Context: an optimization exercise on an open-source flow, tuned for small area. The choices shown serve that exercise and are no tape-out recipe. Only simulation tests tie the RTL to the original design; equivalence was not proved.

File: design/flow/run.sh
#!/bin/bash
# synth_recipe.tcl (not shown) runs the flow's synth.tcl, then flattens the netlist and writes it again
# the make line also repeats each setting of config.mk as NAME=value (left out here)
make -C /OpenROAD-flow-scripts/flow DESIGN_CONFIG=/design/flow/config.mk WORK_HOME=/design/flow/orfs CLKGATE_MAP_FILE= SYNTH_SCRIPT=/design/flow/synth_recipe.tcl finish
File: design/flow/config.mk
export PLATFORM = sky130hd
export DESIGN_NAME = pelcod_packer
export DESIGN_NICKNAME = pelcod_packer
export VERILOG_FILES = /design/flow/design.v
export SDC_FILE = /design/flow/constraint.sdc
export NUM_CORES = 4
export LEC_CHECK = 0
export CAP_MARGIN = 20
export CORE_MARGIN = 2
export CORE_UTILIZATION = 40
export SLEW_MARGIN = 20
File: design/flow/constraint.sdc
create_clock -name core_clock -period 25.0 [get_ports {clk}]
set_input_delay 5.0000 -clock core_clock [delete_from_list [all_inputs] [get_ports {clk}]]
set_output_delay 5.0000 -clock core_clock [all_outputs]
set_load 0.01 [all_outputs]
File: design/flow/design.v
module pelcod_scaler (
    input  wire [2:0]  kind,
    input  wire [31:0] arg,
    output reg  [15:0] value,
    output wire        is_nan
);
    wire        sg = arg[31];
    wire [7:0]  ex = arg[30:23];
    wire [22:0] fr = arg[22:0];
    assign is_nan = (ex == 8'hFF) && (fr != 23'd0);
    wire        is_inf  = (ex == 8'hFF) && (fr == 23'd0);
    wire        is_zero = (ex == 8'h00) && (fr == 23'd0);
    wire [23:0] m = (ex == 8'h00) ? {1'b0, fr} : {1'b1, fr};
    wire [8:0]  sh_full = (ex == 8'h00) ? 9'd149 : (9'd150 - {1'b0, ex});
    wire [5:0]  sh = (sh_full > 9'd48) ? 6'd48 : sh_full[5:0];
    wire [30:0] mag = arg[30:0];
    wire        ge_360 = is_inf || (mag >= 31'h43B40000);
    wire        ge_90  = is_inf || (mag >= 31'h42B40000);
    wire        ge_1   = is_inf || (mag >= 31'h3F800000);
    wire [63:0] half   = 64'd1 << (sh - 6'd1);
    wire [63:0] p100   = {40'd0, m} * 64'd100;
    wire [63:0] p65535 = {40'd0, m} * 64'd65535;
    wire [63:0] r100   = (p100 + half) >> sh;
    wire [63:0] r65535 = (p65535 + half) >> sh;
    wire [63:0] t36k   = ((64'd36000 << sh) - p100 + half) >> sh;
    reg [15:0] pan_u, tilt_u, zoom_u;
    always @(*) begin
        if (sg || is_zero)
            pan_u = 16'd0;
        else if (ge_360)
            pan_u = 16'd35999;
        else if (r100 > 64'd35999)
            pan_u = 16'd35999;
        else
            pan_u = r100[15:0];
        if (is_zero)
            tilt_u = 16'd0;
        else if (sg) begin
            if (ge_90)
                tilt_u = 16'd9000;
            else
                tilt_u = r100[15:0];
        end else begin
            if (ge_90)
                tilt_u = 16'd27000;
            else if (t36k > 64'd35999)
                tilt_u = 16'd35999;
            else
                tilt_u = t36k[15:0];
        end
        if (sg || is_zero)
            zoom_u = 16'd0;
        else if (ge_1)
            zoom_u = 16'd65535;
        else
            zoom_u = r65535[15:0];
    end
    always @(*) begin
        case (kind)
            3'd0:    value = (arg[7:0] > 8'h3F) ? 16'h003F : {8'h00, arg[7:0]};
            3'd1:    value = (arg > 32'd255) ? 16'h00FF : {8'h00, arg[7:0]};
            3'd2:    value = (arg > 32'd35999) ? 16'd35999 : arg[15:0];
            3'd3:    value = (arg > 32'd65535) ? 16'hFFFF : arg[15:0];
            3'd4:    value = pan_u;
            3'd5:    value = tilt_u;
            3'd6:    value = zoom_u;
            default: value = 16'd0;
        endcase
    end
endmodule
module pelcod_packer #(
    parameter RAW_MAX = 8
) (
    input  wire       clk,
    input  wire       rst,              
    input  wire [7:0] addr_i,           
    input  wire       sink_present_i,
    input  wire       cmd_valid,
    output wire       cmd_ready,
    input  wire [4:0] cmd_op,
    input  wire [31:0] cmd_arg,
    input  wire       raw_valid,
    output wire       raw_ready,
    input  wire [7:0] raw_data,
    input  wire       raw_last,
    input  wire       raw_none,
    output wire       snk_valid,
    input  wire       snk_ready,
    output wire [7:0] snk_data,
    output wire       snk_first,
    output wire       snk_last,
    output wire       snk_empty,
    input  wire       snk_done,
    input  wire       snk_fail,
    input  wire [7:0] snk_err,
    output wire       st_valid,
    output reg  [2:0] st_code,
    output reg  [7:0] st_err
);
    localparam [2:0] ST_OK          = 3'd0;
    localparam [2:0] ST_ILLEGAL_OP  = 3'd1;
    localparam [2:0] ST_ILLEGAL_ARG = 3'd2;
    localparam [2:0] ST_SINK_ABSENT = 3'd3;
    localparam [2:0] ST_SINK_FAIL   = 3'd4;
    localparam [2:0] S_IDLE   = 3'd0;    
    localparam [2:0] S_EXEC   = 3'd1;    
    localparam [2:0] S_RAW    = 3'd2;    
    localparam [2:0] S_CHECK  = 3'd3;    
    localparam [2:0] S_SEND   = 3'd4;    
    localparam [2:0] S_WAIT   = 3'd5;    
    localparam [2:0] S_STATUS = 3'd6;    
    reg  [2:0]  state;
    reg  [7:0]  addr_q;                  
    reg  [4:0]  op_q;
    reg  [31:0] arg_q;
    reg  [7:0]  fb [0:6];                
    reg  [7:0]  rb [0:RAW_MAX-1];        
    reg  [4:0]  raw_cnt;                 
    reg  [4:0]  len;                     
    reg         use_raw;                 
    reg  [4:0]  idx;                     
    reg         dec_illegal;
    reg         dec_float;
    reg  [2:0]  dec_kind;                
    reg  [7:0]  dec_c1, dec_c2;
    reg  [1:0]  dec_data;                
    reg         dec_payload;             
    always @(*) begin
        dec_illegal = 1'b0;
        dec_float   = 1'b0;
        dec_kind    = 3'd0;
        dec_c1      = 8'h00;
        dec_c2      = 8'h00;
        dec_data    = 2'd0;
        dec_payload = 1'b0;
        case (op_q)
            5'h00: ;                                                  
            5'h01: begin dec_c2 = 8'h04; dec_data = 2'd1; end         
            5'h02: begin dec_c2 = 8'h02; dec_data = 2'd1; end         
            5'h03: begin dec_c2 = 8'h08; dec_data = 2'd2; end         
            5'h04: begin dec_c2 = 8'h10; dec_data = 2'd2; end         
            5'h05: begin dec_c2 = 8'h0C; dec_data = 2'd3; end         
            5'h06: begin dec_c2 = 8'h0A; dec_data = 2'd3; end         
            5'h07: begin dec_c2 = 8'h14; dec_data = 2'd3; end         
            5'h08: begin dec_c2 = 8'h12; dec_data = 2'd3; end         
            5'h09: dec_c2 = 8'h20;                                    
            5'h0A: dec_c2 = 8'h40;                                    
            5'h0B: dec_c1 = 8'h01;                                    
            5'h0C: dec_c2 = 8'h80;                                    
            5'h0D: dec_c1 = 8'h02;                                    
            5'h0E: dec_c1 = 8'h04;                                    
            5'h10: begin dec_c2 = 8'h03; dec_kind = 3'd1; dec_payload = 1'b1; end  
            5'h11: begin dec_c2 = 8'h05; dec_kind = 3'd1; dec_payload = 1'b1; end  
            5'h12: begin dec_c2 = 8'h07; dec_kind = 3'd1; dec_payload = 1'b1; end  
            5'h13: begin dec_c2 = 8'h4B; dec_kind = 3'd2; dec_payload = 1'b1; end  
            5'h14: begin dec_c2 = 8'h4D; dec_kind = 3'd2; dec_payload = 1'b1; end  
            5'h15: begin dec_c2 = 8'h4F; dec_kind = 3'd3; dec_payload = 1'b1; end  
            5'h16: dec_c2 = 8'h51;                                    
            5'h17: dec_c2 = 8'h53;                                    
            5'h18: dec_c2 = 8'h55;                                    
            5'h19: begin dec_c2 = 8'h4B; dec_kind = 3'd4; dec_payload = 1'b1; dec_float = 1'b1; end  
            5'h1A: begin dec_c2 = 8'h4D; dec_kind = 3'd5; dec_payload = 1'b1; dec_float = 1'b1; end  
            5'h1B: begin dec_c2 = 8'h4F; dec_kind = 3'd6; dec_payload = 1'b1; dec_float = 1'b1; end  
            5'h1C: ;                                                  
            default: dec_illegal = 1'b1;                              
        endcase
    end
    wire [15:0] sc_value;
    wire        sc_nan;
    pelcod_scaler u_scaler (
        .kind   (dec_kind),
        .arg    (arg_q),
        .value  (sc_value),
        .is_nan (sc_nan)
    );
    reg [7:0] d1, d2;
    always @(*) begin
        if (dec_payload) begin
            d1 = sc_value[15:8];
            d2 = sc_value[7:0];
        end else begin
            d1 = (dec_data == 2'd1 || dec_data == 2'd3) ? sc_value[7:0] : 8'h00;
            d2 = (dec_data == 2'd2 || dec_data == 2'd3) ? sc_value[7:0] : 8'h00;
        end
    end
    wire [7:0] cksum = addr_q + dec_c1 + dec_c2 + d1 + d2;
    wire cmd_fire = cmd_valid && cmd_ready;
    wire raw_fire = raw_valid && raw_ready;
    wire snk_fire = snk_valid && snk_ready;
    assign cmd_ready = (state == S_IDLE);
    assign raw_ready = (state == S_RAW);
    assign st_valid  = (state == S_STATUS);
    assign snk_valid = (state == S_SEND);
    assign snk_empty = (state == S_SEND) && (len == 5'd0);
    assign snk_first = (state == S_SEND) && (idx == 5'd0);
    assign snk_last  = (state == S_SEND) && ((len == 5'd0) || (idx == len - 5'd1));
    assign snk_data  = (state != S_SEND) ? 8'h00 :
                       use_raw ? rb[idx[2:0]] : fb[idx[2:0]];
    integer i;
    always @(posedge clk) begin
        if (rst) begin
            state    <= S_IDLE;
            addr_q   <= addr_i;
            op_q     <= 5'd0;
            arg_q    <= 32'd0;
            raw_cnt  <= 5'd0;
            len      <= 5'd0;
            use_raw  <= 1'b0;
            idx      <= 5'd0;
            st_code  <= 3'd0;
            st_err   <= 8'd0;
            for (i = 0; i < 7; i = i + 1)
                fb[i] <= 8'd0;
            for (i = 0; i < RAW_MAX; i = i + 1)
                rb[i] <= 8'd0;
        end else begin
            case (state)
                S_IDLE: begin
                    if (cmd_fire) begin
                        op_q  <= cmd_op;
                        arg_q <= cmd_arg;
                        state <= S_EXEC;
                    end
                end
                S_EXEC: begin
                    if (dec_illegal) begin
                        st_code <= ST_ILLEGAL_OP;
                        st_err  <= 8'd0;
                        state   <= S_STATUS;
                    end else if (op_q == 5'h1C) begin
                        raw_cnt <= 5'd0;
                        state   <= S_RAW;
                    end else if (dec_float && sc_nan) begin
                        st_code <= ST_ILLEGAL_ARG;
                        st_err  <= 8'd0;
                        state   <= S_STATUS;
                    end else begin
                        fb[0]   <= 8'hFF;
                        fb[1]   <= addr_q;
                        fb[2]   <= dec_c1;
                        fb[3]   <= dec_c2;
                        fb[4]   <= d1;
                        fb[5]   <= d2;
                        fb[6]   <= cksum;
                        len     <= 5'd7;
                        use_raw <= 1'b0;
                        state   <= S_CHECK;
                    end
                end
                S_RAW: begin
                    if (raw_fire) begin
                        if (raw_none) begin
                            len     <= 5'd0;
                            use_raw <= 1'b1;
                            state   <= S_CHECK;
                        end else begin
                            rb[raw_cnt[2:0]] <= raw_data;
                            raw_cnt <= raw_cnt + 5'd1;
                            if (raw_last) begin
                                len     <= raw_cnt + 5'd1;
                                use_raw <= 1'b1;
                                state   <= S_CHECK;
                            end
                        end
                    end
                end
                S_CHECK: begin
                    if (!sink_present_i) begin
                        st_code <= ST_SINK_ABSENT;
                        st_err  <= 8'd0;
                        state   <= S_STATUS;
                    end else begin
                        idx   <= 5'd0;
                        state <= S_SEND;
                    end
                end
                S_SEND: begin
                    if (snk_fire) begin
                        if (snk_last)
                            state <= S_WAIT;
                        else
                            idx <= idx + 5'd1;
                    end
                end
                S_WAIT: begin
                    if (snk_done) begin
                        st_code <= snk_fail ? ST_SINK_FAIL : ST_OK;
                        st_err  <= snk_fail ? snk_err : 8'd0;
                        state   <= S_STATUS;
                    end
                end
                S_STATUS: begin
                    state <= S_IDLE;
                end
                default: state <= S_IDLE;
            endcase
        end
    end
endmodule
==> run notes <==
cells in the mapped netlist, types with 30 or more instances:
cell type / count / area share (%)
a21o_1: 111 / 2.0
xor2_1: 54 / 1.1
a211o_1: 33 / 0.68
o211ai_1: 97 / 1.7
nor2_1: 462 / 4.1
nand4_1: 60 / 0.89
and3_1: 60 / 0.89
nor3_1: 130 / 1.5
clkbuf_1: 243 / 2.2
nor2b_1: 30 / 0.44
nand2_1: 652 / 5.8
ha_1: 388 / 11
o21a_1: 42 / 0.74
fa_1: 259 / 12
inv_1: 578 / 5.1
edfxtp_1: 72 / 5.1
mux2_2: 40 / 1.1
o31ai_1: 39 / 0.69
or2_2: 30 / 0.44
or3_1: 41 / 0.61
nor4_1: 43 / 0.63
o21ai_0: 292 / 3.4
a31oi_1: 68 / 1.0
a211oi_1: 101 / 1.8
nand3_1: 156 / 1.8
o22ai_1: 46 / 0.68
mux2i_1: 91 / 2.1
dfxtp_1: 132 / 6.2
xnor2_1: 129 / 2.7
and2_1: 115 / 1.7
buf_1: 49 / 0.43
o21bai_1: 63 / 1.1
nand2b_1: 39 / 0.58
a21oi_1: 488 / 5.8
kinds of logic (layout without fill, tap and decap cells):
group / Yosys count / in the layout / synth area share, %
AND/OR/NAND/NOR: 1904 / 1904 / 21.11
AO/OA/AOI/OAI: 1771 / 1771 / 27.92
XOR/XNOR: 183 / 183 / 3.781
flip-flops: 204 / 204 / 11.34
multiplexers: 147 / 147 / 4.062
adder cells (fa/ha/maj): 650 / 650 / 23.76
buffers and inverters: 897 / 821 / 8.026
other: 2 / 31 / 0.01772
flip-flops by register name, summed over array words and instances, names as in the netlist, named ones only:
name           count
rb                64
dec_c2             8
state              3
op_q               5
fb                44
raw_cnt            5
dec_payload        1
len                5
dec_c1             3
arg_q             32
idx                5
dec_data           2
st_code            3
use_raw            1
addr_q             8
u_scaler.kind      3
dec_illegal        1
st_err             8
routing by layer:
| metal | vias to the layer above | part of all wire, % | wire, µm | GRT usage, % |
|---|---|---|---|---|
| met5 | - | 0.027 | 56 | 0 |
| met4 | 8 | 7.8 | 16080 | 23.90 |
| met3 | 648 | 8.8 | 18100 | 6.763 |
| met2 | 2510 | 43 | 88870 | 56.86 |
| met1 | 21990 | 40 | 81890 | 46.73 |
| li1 | 20510 | - | - | - |
final timing paths:
| check | from | to | slack (ns) | depth (start not counted) |
|---|---|---|---|---|
| max | arg_q[0] | fb[6][7] | 2.24 | 87 |
| min | st_err[0] | st_err[0] | 0.45 | 2 |
| max reg2reg | arg_q[0] | fb[6][7] | 2.24 | 87 |
| min reg2reg | st_err[0] | st_err[0] | 0.45 | 2 |
critical path: cells and delay by family, from the launching register on:
| family | cells | cell delay [ns] |
|---|---|---|
| xor gates and xnor gates | 3 | 1.10 |
| buffers and inverters | 7 | 1.02 |
| and+or+nand+nor | 20 | 4.13 |
| adders and majority gates | 12 | 4.86 |
| AOI/OAI and AO/OA | 45 | 10.62 |
| DFF | 1 | 0.86 |
area by class of cell:
| class | instances | area (µm²) | share of cell area (%) |
|---|---|---|---|
| Multi-Input combinational cell | 4677 | 34460 | 75.42 |
| Sequential cell | 204 | 4806 | 10.52 |
| Inverter | 579 | 2173 | 4.756 |
| Timing Repair Buffer | 206 | 1809 | 3.959 |
| Tap cell | 1391 | 1740 | 3.809 |
| Clock buffer | 29 | 575.6 | 1.260 |
| Clock inverter | 7 | 106.4 | 0.2327 |
| Antenna cell | 9 | 22.52 | 0.04929 |
through the flow:
step / hold WS, ns / setup WS (ns)
2_1_floorplan: 0.4315 / 7.323
3_5_place_dp: 0.4456 / 3.133
6_report: 0.4522 / 2.245
5_1_grt: 0.4795 / 0.8648
4_1_cts: 0.4556 / 3.065
3_3_place_gp: 0.4392 / 3.430
==> summary.txt <==
Status
  – Status: timing/DRC/antenna clean

GRT
  – First-pass GRT wire length: 295600 µm
  – GR Util All Layers: 36.68%
  – GRT Residual Overflow: 0
  – Vias in the first global route: 43.45k
  – Initial antenna violation count: 9
  – Largest net degree at the start of global routing: 96

CTS
  – Clock latency (worst-skew pair): 0.56 ns
  – Hold buffer count at cts: 0
  – Setup Buffers After CTS: 0
  – Sinks on Clock Net: 204
  – Clock-pin slew on the worst setup and hold paths: 0.07 ns
  – Clk buf depth: 3
  – CTS Buf Count: 20
  – Post-CTS resize count: 0
  – CTS tree: done
  – H-tree depth: 1
  – CTS root buffer: clkbuf_16

Placed design
  – DP Cell Count: 7057
  – GP Congestion: 1.055
  – Detailed Place HPWL: 166700 µm
  – Port Buffers: 96
  – Placed cell areas: 44940 µm²

Floorplan
  – Die width: 329.5 µm
  – Initial cell density of the core: 40.27%
  – I/O Pins: 97
  – Die height: 329.5 µm
  – Die ar.: 108600 µm²
  – Rows: 119
  – Core region area: 105300 µm²

Run
  – MaxCap Viol Count: 0

Finish
  – # fillers: 10.99k
  – Fin cells: 7102
  – Final Util: 43.41%
  – Share of cells above drive strength 1: 5.349%
  – Most common cell after layout, fill and taps aside: nand2_1
  – Commonest non-fill, non-tap cells in the layout: nand2_1 (649), inv_1 (578), a21oi_1 (486)
  – Post-Layout Inst Area: 45700 µm²
  – Final #Nets: 6406
  – Synth-to-layout area growth: 7.808%

Synthesis
  – Mean Syn Cell Area: 7.361 µm²
  – Sequential area share after synthesis: 11.34%
  – Count of cell types in the netlist: 103
  – Synthesized flop and latch total: 204
  – Share of synthesized flip-flops with an asynchronous set or reset: 0%
  – Ys Warns: 3
  – Cell count after synthesis: 5758
  – Number of synthesized flops with an enable pin: 72
  – Top_reg_cell synth: dfxtp_1
  – Synthesized area: 42390 µm²

Route
  – First-pass DRT Iterations: 8
  – Via count of the routed design: 45.67k
  – Drt total wl: 205000 µm
  – 1st-iter DRT viols: 5463
  – Drt wl/cell: 28.87 µm
  – Via-per-instance ratio: 6.430
  – Routed Antenna Nets: 0
  – Residual DRC: 0

Timing
  – Final Hold Viols: 0
  – Final Max Tran Viols: 0
  – Total negative slack: 0 ns
  – Setup Viol. Count Final: 0
  – Post-route clock skew: 0.03892 ns
  – Fmax: 0.04395 GHz
  – Least-Margin Pin Slew: 1.318 ns
  – Fin crit share: 91.02%
  – RSZ-0062 raised after global routing: false
  – Min Tclk post-route: 22.76 ns
  – Slew headroom: 11.53%

Worst setup path
  – Slowest cell delay on critical path: 0.86 ns
  – Data arrival, critical path: 23.21 ns
  – Worst path required time: 25.45 ns
  – CP max FO: 10
  – Slowest CP cell: dfxtp_1
  – Setup Crit Path Kind: flip-flop to flip-flop
  – CP Launch Type: flip-flop
  – Crit end category: flip-flop
  – Crit path top cell by count: a21oi_1

Hold path
  – HP Class: flip-flop to flip-flop

-- static timing again, ports no longer ideal --
How much do the figures lean on ideal ports? The routed layout below was timed once more, with nothing changed but the port constraints.
Step 1 assumes that a clkbuf_16 drives the clock port and a buf_2 every other input.
Step 2, shift: input delay + t, output delay - t, t = (earliest + latest rising clock arrival at the registers) / 2. This alone moves slack from input paths to output paths.
Three values: ideal ports, drivers, drivers and shift; two values: the first two.
t, ns: 0.603
slack for setup (ns): 2.245 / 2.245 / 2.245
latest minus earliest clock arrival (ns): 0.040 / 0.039
slew at the worst register clock pin (ns): 0.10 / 0.10
worst slew at a driven data input, ns: 0.08
After both steps setup and hold are still met in this run. The setup slack of this run moves by 0.000 ns with the drivers and by 0.000 ns with both steps.
